What follows belongs to an exercise in optimizing a design on an open flow for small area, a short achievable clock period and few clock cycles; a production flow would make more cautious choices. Only simulation tests tie the RTL to the original design; equivalence was not proved. Power is estimated from default activity; no workload was simulated.

==> flow/design.v <==
`timescale 1ns/10ps
module pjv_div (
    input  wire        clk,
    input  wire        rst,
    input  wire        start,
    input  wire [23:0] dividend,
    input  wire [15:0] divisor,
    output reg         busy,
    output wire [23:0] quotient,
    output wire [15:0] remainder
);
    reg [23:0] q;
    reg [16:0] r;
    reg [15:0] d;
    reg [4:0]  count;
    wire [16:0] r_shift = {r[15:0], q[23]};
    wire        fits    = r_shift >= {1'b0, d};
    wire [16:0] r_next  = fits ? (r_shift - {1'b0, d}) : r_shift;
    assign quotient  = q;
    assign remainder = r[15:0];
    always @(posedge clk) begin
        if (rst) begin
            busy  <= 1'b0;
            count <= 5'd0;
        end else if (start) begin
            q     <= dividend;
            r     <= 17'd0;
            d     <= divisor;
            count <= 5'd24;
            busy  <= 1'b1;
        end else if (busy) begin
            q     <= {q[22:0], fits};
            r     <= r_next;
            count <= count - 5'd1;
            if (count == 5'd1)
                busy <= 1'b0;
        end
    end
endmodule
`timescale 1ns/10ps
module pjv_engine (
    input  wire        clk,
    input  wire        rst,
    input  wire        reg_we,
    input  wire [3:0]  reg_addr,
    input  wire [31:0] reg_wdata,
    output reg  [31:0] reg_rdata,
    input  wire        kbuf_wr,       
    output wire        busy,
    output reg         kmem_re,
    output reg  [16:0] kmem_addr,
    input  wire [7:0]  kmem_rdata,
    output reg         dmem_re,
    output reg  [11:0] dmem_raddr,
    input  wire [7:0]  dmem_rdata,
    output reg         dmem_we,
    output reg  [11:0] dmem_waddr,
    output reg  [7:0]  dmem_wdata
);
    localparam [31:0] DMAX = 32'd4096;
    localparam [3:0] R_CMD = 4'd0, R_STATUS = 4'd1, R_ERRCODE = 4'd2,
                     R_ERRSUB = 4'd3, R_ERREXP = 4'd4, R_ERRACT = 4'd5,
                     R_KBUF_LEN = 4'd6, R_DLEN = 4'd7, R_KLEN = 4'd8,
                     R_JFREQ = 4'd9, R_JLEN = 4'd10;
    localparam [1:0] E_INVARG = 2'd1, E_INVFMT = 2'd2;
    localparam [3:0] SUB_HEADER = 4'd1, SUB_FINALIZER = 4'd2, SUB_LENGTH = 4'd3,
                     SUB_TRUNCATED = 4'd4, SUB_KEYLEN = 4'd5, SUB_NOKEY = 4'd6,
                     SUB_BADCMD = 4'd7, SUB_DLEN = 4'd8;
    localparam [3:0] S_IDLE = 4'd0,
                     S_KD0  = 4'd1,   
                     S_KD1  = 4'd2,   
                     S_KD2  = 4'd3,   
                     S_KD3  = 4'd4,   
                     S_KD4  = 4'd5,   
                     S_KD5  = 4'd6,   
                     S_KD6  = 4'd7,   
                     S_KD7  = 4'd8,   
                     S_KD8  = 4'd9,   
                     S_JINT = 4'd10,  
                     S_JQ   = 4'd11,  
                     S_JM   = 4'd12,  
                     S_RD   = 4'd13,  
                     S_WR   = 4'd14;  
    reg [3:0] state;
    reg        kvalid, ok, err;
    reg [1:0]  errcode;
    reg [3:0]  errsub;
    reg [31:0] errexp, erract;
    reg [31:0] kbuf_len, dlen;
    reg [15:0] klen;
    reg [7:0]  jfreq;
    reg [23:0] jlen;
    reg        dir;         
    reg [8:0]  jint;        
    reg [15:0] jdm;         
    reg [15:0] pos;         
    reg [8:0]  cnt;         
    reg        pol;         
    reg [11:0] idx;         
    reg [3:0]  pass;        
    assign busy = (state != S_IDLE);
    reg         div_start;
    reg  [23:0] div_dividend;
    reg  [15:0] div_divisor;
    wire        div_busy;
    wire [23:0] div_q;
    wire [15:0] div_r;
    pjv_div u_div (
        .clk       (clk),
        .rst       (rst),
        .start     (div_start),
        .dividend  (div_dividend),
        .divisor   (div_divisor),
        .busy      (div_busy),
        .quotient  (div_q),
        .remainder (div_r)
    );
    always @(*) begin
        case (reg_addr)
            R_STATUS:   reg_rdata = {29'd0, err, ok, kvalid};
            R_ERRCODE:  reg_rdata = {30'd0, errcode};
            R_ERRSUB:   reg_rdata = {28'd0, errsub};
            R_ERREXP:   reg_rdata = errexp;
            R_ERRACT:   reg_rdata = erract;
            R_KBUF_LEN: reg_rdata = kbuf_len;
            R_DLEN:     reg_rdata = dlen;
            R_KLEN:     reg_rdata = kvalid ? {16'd0, klen} : 32'd0;
            R_JFREQ:    reg_rdata = kvalid ? {24'd0, jfreq} : 32'd0;
            R_JLEN:     reg_rdata = kvalid ? {8'd0, jlen} : 32'd0;
            default:    reg_rdata = 32'd0;
        endcase
    end
    wire        add_key   = (dir == pol);
    wire [7:0]  new_byte  = add_key ? (dmem_rdata + kmem_rdata) : (dmem_rdata - kmem_rdata);
    wire        jump      = (cnt == 9'd1);
    wire [16:0] pos_inc   = {1'b0, pos} + 17'd1 + (jump ? {1'b0, jdm} : 17'd0);
    wire [16:0] pos_next  = (pos_inc >= {1'b0, klen}) ? (pos_inc - {1'b0, klen}) : pos_inc;
    wire        last_idx  = ({20'd0, idx} == dlen - 32'd1);
    wire        last_step = last_idx && (pass == 4'd9);
    wire [15:0] kl        = {klen[15:8], kmem_rdata};
    wire [31:0] kl_plus8  = {16'd0, kl} + 32'd8;
    wire [16:0] jint_prod = jfreq * dlen[12:4];
    always @(*) begin
        kmem_re      = 1'b0;
        kmem_addr    = 17'd0;
        dmem_re      = 1'b0;
        dmem_raddr   = idx;
        dmem_we      = 1'b0;
        dmem_waddr   = idx;
        dmem_wdata   = new_byte;
        case (state)
            S_KD0: begin kmem_re = 1'b1; kmem_addr = 17'd0; end
            S_KD1: begin kmem_re = 1'b1; kmem_addr = 17'd1; end
            S_KD2: begin kmem_re = 1'b1; kmem_addr = 17'd2; end
            S_KD3: begin kmem_re = 1'b1; kmem_addr = {1'b0, kl} + 17'd7; end
            S_KD4: begin kmem_re = 1'b1; kmem_addr = 17'd3; end
            S_KD5: begin kmem_re = 1'b1; kmem_addr = 17'd4; end
            S_KD6: begin kmem_re = 1'b1; kmem_addr = 17'd5; end
            S_KD7: begin kmem_re = 1'b1; kmem_addr = 17'd6; end
            S_RD: begin
                kmem_re   = 1'b1;
                kmem_addr = {1'b0, pos} + 17'd7;
                dmem_re   = 1'b1;
            end
            S_WR: dmem_we = 1'b1;
            default: ;
        endcase
    end
    task automatic finish_ok;
        begin
            ok      <= 1'b1;
            err     <= 1'b0;
            errcode <= 2'd0;
            errsub  <= 4'd0;
            errexp  <= 32'd0;
            erract  <= 32'd0;
            state   <= S_IDLE;
        end
    endtask
    task automatic finish_err(input [1:0] code, input [3:0] sub,
                              input [31:0] exp_v, input [31:0] act_v);
        begin
            ok      <= 1'b0;
            err     <= 1'b1;
            errcode <= code;
            errsub  <= sub;
            errexp  <= exp_v;
            erract  <= act_v;
            state   <= S_IDLE;
        end
    endtask
    always @(posedge clk) begin
        div_start <= 1'b0;
        if (rst) begin
            state    <= S_IDLE;
            kvalid   <= 1'b0;
            ok       <= 1'b0;
            err      <= 1'b0;
            errcode  <= 2'd0;
            errsub   <= 4'd0;
            errexp   <= 32'd0;
            erract   <= 32'd0;
            kbuf_len <= 32'd0;
            dlen     <= 32'd0;
            klen     <= 16'd0;
            jfreq    <= 8'd0;
            jlen     <= 24'd0;
        end else begin
            case (state)
                S_IDLE: begin
                    if (kbuf_wr)
                        kvalid <= 1'b0;
                    if (reg_we) begin
                        case (reg_addr)
                            R_KBUF_LEN: begin
                                kbuf_len <= reg_wdata;
                                kvalid   <= 1'b0;
                            end
                            R_DLEN: dlen <= reg_wdata;
                            R_CMD: begin
                                if (reg_wdata == 32'd1) begin
                                    kvalid <= 1'b0;
                                    if (kbuf_len < 32'd8)
                                        finish_err(E_INVFMT, SUB_TRUNCATED, 32'd8, kbuf_len);
                                    else
                                        state <= S_KD0;
                                end else if (reg_wdata == 32'd2 || reg_wdata == 32'd3) begin
                                    dir <= reg_wdata[0];
                                    if (!kvalid)
                                        finish_err(E_INVFMT, SUB_NOKEY, 32'd0, 32'd0);
                                    else if (dlen > DMAX)
                                        finish_err(E_INVARG, SUB_DLEN, DMAX, dlen);
                                    else begin
                                        div_dividend <= {7'd0, jint_prod};
                                        div_divisor  <= 16'd255;
                                        div_start    <= 1'b1;
                                        state        <= S_JINT;
                                    end
                                end else begin
                                    finish_err(E_INVARG, SUB_BADCMD, 32'd0, reg_wdata);
                                end
                            end
                            default: ;
                        endcase
                    end
                end
                S_KD0: state <= S_KD1;
                S_KD1: begin
                    if (kmem_rdata != 8'hFF)
                        finish_err(E_INVFMT, SUB_HEADER, 32'hFF, {24'd0, kmem_rdata});
                    else
                        state <= S_KD2;
                end
                S_KD2: begin
                    klen[15:8] <= kmem_rdata;
                    state      <= S_KD3;
                end
                S_KD3: begin
                    klen[7:0] <= kmem_rdata;
                    if (kbuf_len != kl_plus8)
                        finish_err(E_INVFMT, SUB_LENGTH, kl_plus8, kbuf_len);
                    else if (kl < 16'd4)
                        finish_err(E_INVFMT, SUB_KEYLEN, 32'd4, {16'd0, kl});
                    else
                        state <= S_KD4;
                end
                S_KD4: begin
                    if (kmem_rdata != 8'h00)
                        finish_err(E_INVFMT, SUB_FINALIZER, 32'd0, {24'd0, kmem_rdata});
                    else
                        state <= S_KD5;
                end
                S_KD5: begin
                    jfreq <= kmem_rdata;
                    state <= S_KD6;
                end
                S_KD6: begin
                    jlen[23:16] <= kmem_rdata;
                    state       <= S_KD7;
                end
                S_KD7: begin
                    jlen[15:8] <= kmem_rdata;
                    state      <= S_KD8;
                end
                S_KD8: begin
                    jlen[7:0] <= kmem_rdata;
                    kvalid    <= 1'b1;
                    finish_ok();
                end
                S_JINT: begin
                    if (!div_busy && !div_start) begin
                        jint         <= (div_q < 24'd2) ? 9'd2 : div_q[8:0];
                        div_dividend <= jlen;
                        div_divisor  <= klen;
                        div_start    <= 1'b1;
                        state        <= S_JQ;
                    end
                end
                S_JQ: begin
                    if (!div_busy && !div_start) begin
                        div_dividend <= div_q;
                        div_divisor  <= klen;
                        div_start    <= 1'b1;
                        state        <= S_JM;
                    end
                end
                S_JM: begin
                    if (!div_busy && !div_start) begin
                        jdm  <= div_r;
                        pos  <= 16'd0;
                        cnt  <= jint;
                        pol  <= 1'b0;
                        idx  <= 12'd0;
                        pass <= 4'd0;
                        if (dlen == 32'd0)
                            finish_ok();
                        else
                            state <= S_RD;
                    end
                end
                S_RD: state <= S_WR;
                S_WR: begin
                    pos <= pos_next[15:0];
                    if (jump) begin
                        cnt <= jint;
                        pol <= ~pol;
                    end else begin
                        cnt <= cnt - 9'd1;
                    end
                    if (last_idx) begin
                        idx  <= 12'd0;
                        pass <= pass + 4'd1;
                    end else begin
                        idx <= idx + 12'd1;
                    end
                    if (last_step)
                        finish_ok();
                    else
                        state <= S_RD;
                end
                default: state <= S_IDLE;
            endcase
        end
    end
endmodule
==> flow/run.sh <==
#!/bin/bash
# synth_recipe.tcl (not shown) runs the flow's synth.tcl, then flattens the netlist and writes it again
# the make line also repeats each setting of config.mk as NAME=value (left out here)
make -C /OpenROAD-flow-scripts/flow DESIGN_CONFIG=/design/flow/config.mk WORK_HOME=/design/flow/orfs CLKGATE_MAP_FILE= SYNTH_SCRIPT=/design/flow/synth_recipe.tcl finish
==> flow/config.mk <==
export PLATFORM = sky130hd
export DESIGN_NAME = pjv_engine
export DESIGN_NICKNAME = pjv_engine
export VERILOG_FILES = /design/flow/design.v
export SDC_FILE = /design/flow/constraint.sdc
export NUM_CORES = 4
export LEC_CHECK = 0
export CAP_MARGIN = 20
export CORE_MARGIN = 2
export CORE_UTILIZATION = 40
export SLEW_MARGIN = 20
==> flow/constraint.sdc <==
create_clock -name core_clock -period 8.0 [get_ports {clk}]
set_input_delay 1.6000 -clock core_clock [delete_from_list [all_inputs] [get_ports {clk}]]
set_output_delay 1.6000 -clock core_clock [all_outputs]
set_load 0.01 [all_outputs]
==> impl_metrics.json <==
{
  "status": "finished clean",
  "via_count_of_the_first_global_routing_pass": 20470,
  "core_area_um2": 58800,
  "synth-seq-area-share": 0.3612,
  "grt_util_all_layers": 0.2662,
  "synth-xor-area-share": 0.05594,
  "hold-worst-slack_ps": 417.5,
  "tritoncts_num_sinks": 345,
  "finalWeightedCongestion": 0.9327,
  "antenna_found_initial": 1,
  "routed-via-count": 21350,
  "wl_per_cell_um": 23.02,
  "clock_latency_on_the_worst_skew_pair_ps": 580,
  "power.leakage_nw": 9.665,
  "cts_post_setup_buffers_inserted": 0,
  "synth-edff-count": 164,
  "num-nets-final": 2963,
  "skew_ps": 17.80,
  "max_clock_freq_ghz": 0.1486,
  "worst_path_dominant_cell_family": "simple AND/OR/NAND/NOR gates",
  "cts_hold_repair.buffers": 0,
  "number_of_failing_hold_endpoints_at_the_final_stage": 0,
  "seq_area_um2": 8552,
  "synthToLayoutAreaGrowth_pct": 14.50,
  "firstDrtPassIters": 6,
  "ctsLongestPathBuffers": 3,
  "cts_htree_levels": 2,
  "drtAntennaViolNets": 0,
  "synth_top_family_by_area": "compound AO/OA/AOI/OAI gates",
  "crit_slowest_cell": "sky130_fd_sc_hd__clkdlybuf4s50_1",
  "power.net_switching_uw": 986.2,
  "sum_of_net_half_perimeters_after_detailed_placement_mm": 60.37,
  "power_after_layout_mw": 4.169,
  "peakVddDrop_mv": 0.1447,
  "io_buffer_count": 140,
  "post_synthesis_cell_count": 2723,
  "route.detailed.vias_per_inst": 5.994,
  "postSynth.asyncResetShare": 0,
  "finish.cell_count_without_fillers": 3561,
  "synth_compound_area_frac": 0.1999,
  "remaining_drc_errors": 0,
  "worst-endpoint-required_ps": 6400,
  "drv_cap": 0,
  "numPlacedInstances": 3484,
  "synth_area_um2": 23670,
  "final-setup-viol-count": 0,
  "syn-num-nets": 2931,
  "timing.final.max_slew_violations": 0,
  "crit_path_end_kind": "output pin",
  "num-fill-cells": 5683,
  "layout_common_cells": "402 x sky130_fd_sc_hd__nand2_1, 234 x sky130_fd_sc_hd__a21oi_1, 180 x sky130_fd_sc_hd__dfxtp_1",
  "yosys_warnings": 2,
  "timing.critical_path.slowest_cell_delay_ps": 620,
  "timing.max_slew.rel_slack": 0.2262,
  "finalCritPeriodShare": 0.8413,
  "p_sw_frac": 0.2365,
  "synth.mux.area_fraction": 0.03405,
  "synth-seq-cells": 345,
  "drive_gt1_frac": 0.09613,
  "die_width_um": 247.2,
  "synthFlopType": "sky130_fd_sc_hd__dfxtp_1",
  "height_of_the_die_um": 247.2,
  "worst_path_cell_chain": "buf_4 > nor2b_1 > nand3_1 > inv_2 > mux2i_1 > nand2b_1 > nor2_1 > and2_1 > nand2_1 > xnor2_1 > o22ai_1 > clkdlybuf4s50_1",
  "power.share.clock": 0.491,
  "p_seq_frac": 0.445,
  "grt_first_pass_wirelength_mm": 125.1,
  "routed_wirelength_mm": 81.98,
  "min-delay-path-class": "reg2reg",
  "cts_inserted_buffers": 42,
  "design.die.area_um2": 61130,
  "antennaDiodeCount": 0,
  "drtIter0Drc": 2094,
  "start_kind": "flop",
  "effective_utilization_at_floorplan": 0.4025,
  "path_clk_slew_ps": 60,
  "internal_power_mw": 3.183,
  "grt_max_degree": 77,
  "floorplan.io_pins": 141,
  "crit_fanout": 29,
  "path_buf_inv": 3,
  "multi_input_area_um2": 13760,
  "worst-setup-path-type": "reg2out",
  "critical_path_arrival_ps": 5130,
  "rows": 89,
  "global_route.overflow_total": 0,
  "rsz0062_at_grt": "no",
  "synth_cell_type_count": 99,
  "synth_area_per_cell_um2": 8.691,
  "clk_root_buffer_cell": "sky130_fd_sc_hd__clkbuf_16",
  "ctsResizeCount": 0,
  "worst_slew_pin_tran_ps": 1146,
  "synth-simple-area-share": 0.1929,
  "layout_commonest_cell": "sky130_fd_sc_hd__nand2_1",
  "clock_tree_from_tritoncts": "done",
  "final.setup.tns_ps": 0,
  "power_per_cell_area_nw_per_um2": 153.9,
  "fin_crit_ps": 6731,
  "pwr-share-comb": 0.064,
  "synthAdderAreaFrac": 0.09538
}
## kinds of logic (layout without fill, tap and decap cells)
logic type                 Yosys count  count (layout)
and+or+nand+nor                    963             963
AOI/OAI and AO/OA                  691             691
buffers and inverters              348             413
DFF                                345             345
adders and majority gates          153             153
xor gates and xnor gates           148             148
muxes                               75              75
## flip-flops by register name (all words and copies together) (netlist names), 12 cells and up
name	flops
dlen	32
u_div.r	16
u_div.d	16
jdm	16
klen	16
div_dividend	24
jlen	24
kbuf_len	32
div_divisor	16
idx	12
errexp	17
u_div.q	24
erract	32
pos	16
## metrics by stage
stage               instance area, um^2  setup slack, ps  utilization
CTS                               27090             1283       0.4608
finish                            27100             1269       0.4608
floorplan                         23670             2368            -
global placement                  25610             1390       0.4355
global route                      27100            879.0       0.4608
detailed placement                25610             1380       0.4356
## final cells by class
class / instances / share of cell area
multi-input combinational: 2030 / 0.5080
clock buffer: 54 / 0.04465
sequential: 345 / 0.3156
clock inverter: 23 / 0.009974
tap: 773 / 0.03569
timing repair buffer: 193 / 0.06626
inverter: 143 / 0.01981
## power by group through the flow
stage / sequential (mW) / clock [mW] / combinational, mW
3_3_place_gp: 1.89 / 0 / 0.261
5_1_grt: 1.85 / 2.14 / 0.286
3_5_place_dp: 1.89 / 0 / 0.263
2_1_floorplan: 1.88 / 0 / 0.157
4_1_cts: 1.85 / 2.07 / 0.264
6_report: 1.85 / 2.05 / 0.269
## metal layers
layer,track usage,up-vias,wire length (um)
met5,0,-,11
met4,0.1249,2,4214
met3,0.03657,210,6052
met2,0.4247,1021,37070
met1,0.3559,10300,34630
li1,-,9811,-
## synth_stat cells (19+ instances only)
library cell | count | area [um^2]
sky130_fd_sc_hd__fa_1 | 46 | 920.9
sky130_fd_sc_hd__buf_4 | 19 | 142.6
sky130_fd_sc_hd__and2_1 | 53 | 331.6
sky130_fd_sc_hd__nand3_1 | 70 | 350.3
sky130_fd_sc_hd__nand2b_1 | 20 | 125.1
sky130_fd_sc_hd__nand2_1 | 402 | 1509
sky130_fd_sc_hd__dfxtp_1 | 181 | 3623
sky130_fd_sc_hd__a21oi_2 | 28 | 245.2
sky130_fd_sc_hd__o22ai_1 | 22 | 137.6
sky130_fd_sc_hd__xor2_1 | 53 | 464.2
sky130_fd_sc_hd__a22oi_1 | 63 | 473.0
sky130_fd_sc_hd__nor2_1 | 179 | 671.9
sky130_fd_sc_hd__a21o_1 | 20 | 150.1
sky130_fd_sc_hd__nor3_1 | 69 | 345.3
sky130_fd_sc_hd__a21oi_1 | 234 | 1171
sky130_fd_sc_hd__nor4_1 | 39 | 244.0
sky130_fd_sc_hd__nand4_1 | 23 | 143.9
sky130_fd_sc_hd__edfxtp_1 | 164 | 4925
sky130_fd_sc_hd__a211oi_1 | 24 | 180.2
sky130_fd_sc_hd__inv_1 | 140 | 525.5
sky130_fd_sc_hd__xnor2_1 | 93 | 814.5
sky130_fd_sc_hd__o21ai_0 | 90 | 450.4
sky130_fd_sc_hd__mux2_2 | 34 | 382.9
sky130_fd_sc_hd__ha_1 | 106 | 1326
sky130_fd_sc_hd__mux2i_1 | 40 | 400.4
sky130_fd_sc_hd__nor2b_1 | 21 | 131.4
sky130_fd_sc_hd__a211oi_2 | 29 | 362.9
sky130_fd_sc_hd__clkbuf_1 | 148 | 555.5
## path summary, 6_finish.rpt
| path | from | endpoint | slack [ps] | cells past startpoint |
|---|---|---|---|---|
| worst max-delay path | state[2]$_SDFFE_PP0P_ | kmem_addr[15] | 1270 | 12 |
| worst min-delay path | div_divisor[4]$_SDFFCE_PP1P_ | u_div.d[4]$_DFFE_PP_ | 420 | 0 |
| worst max register to register | cnt[5]$_DFFE_PP_ | pos[11]$_SDFFCE_PN0P_ | 1840 | 19 |
| worst min register to register | div_divisor[4]$_SDFFCE_PP1P_ | u_div.d[4]$_DFFE_PP_ | 420 | 0 |
Testbench counts, summed over its fixed seeds: cycles 603,916.

what the ideal ports hide:
No port has a modelled driver above. Below, the same layout with a new extraction and two added sets of constraints. Step 1 (the two cells are an assumption about what drives the block):
set clk [get_ports {clk}]
set_driving_cell -lib_cell sky130_fd_sc_hd__clkbuf_16 $clk
set_driving_cell -lib_cell sky130_fd_sc_hd__buf_2 [delete_from_list [all_inputs] $clk]
Step 2 also shifts input and output timing later by t, the mid clock arrival at the registers, as if the neighbouring blocks saw the same clock. Slacks: ideal ports / drivers / drivers and shift; pairs: ideal ports / drivers.
shift t [ns]: 0.627
setup slack, ns: 1.269 / 1.213 / 1.338
worst setup path after step 2: input to output
latest minus earliest clock arrival (ns): 0.019 / 0.019
worst slew at a driven data input, ns: 0.07
After both steps setup and hold are still met in this run. The setup slack of this run moves by -0.056 ns with the drivers and by +0.069 ns with both steps.
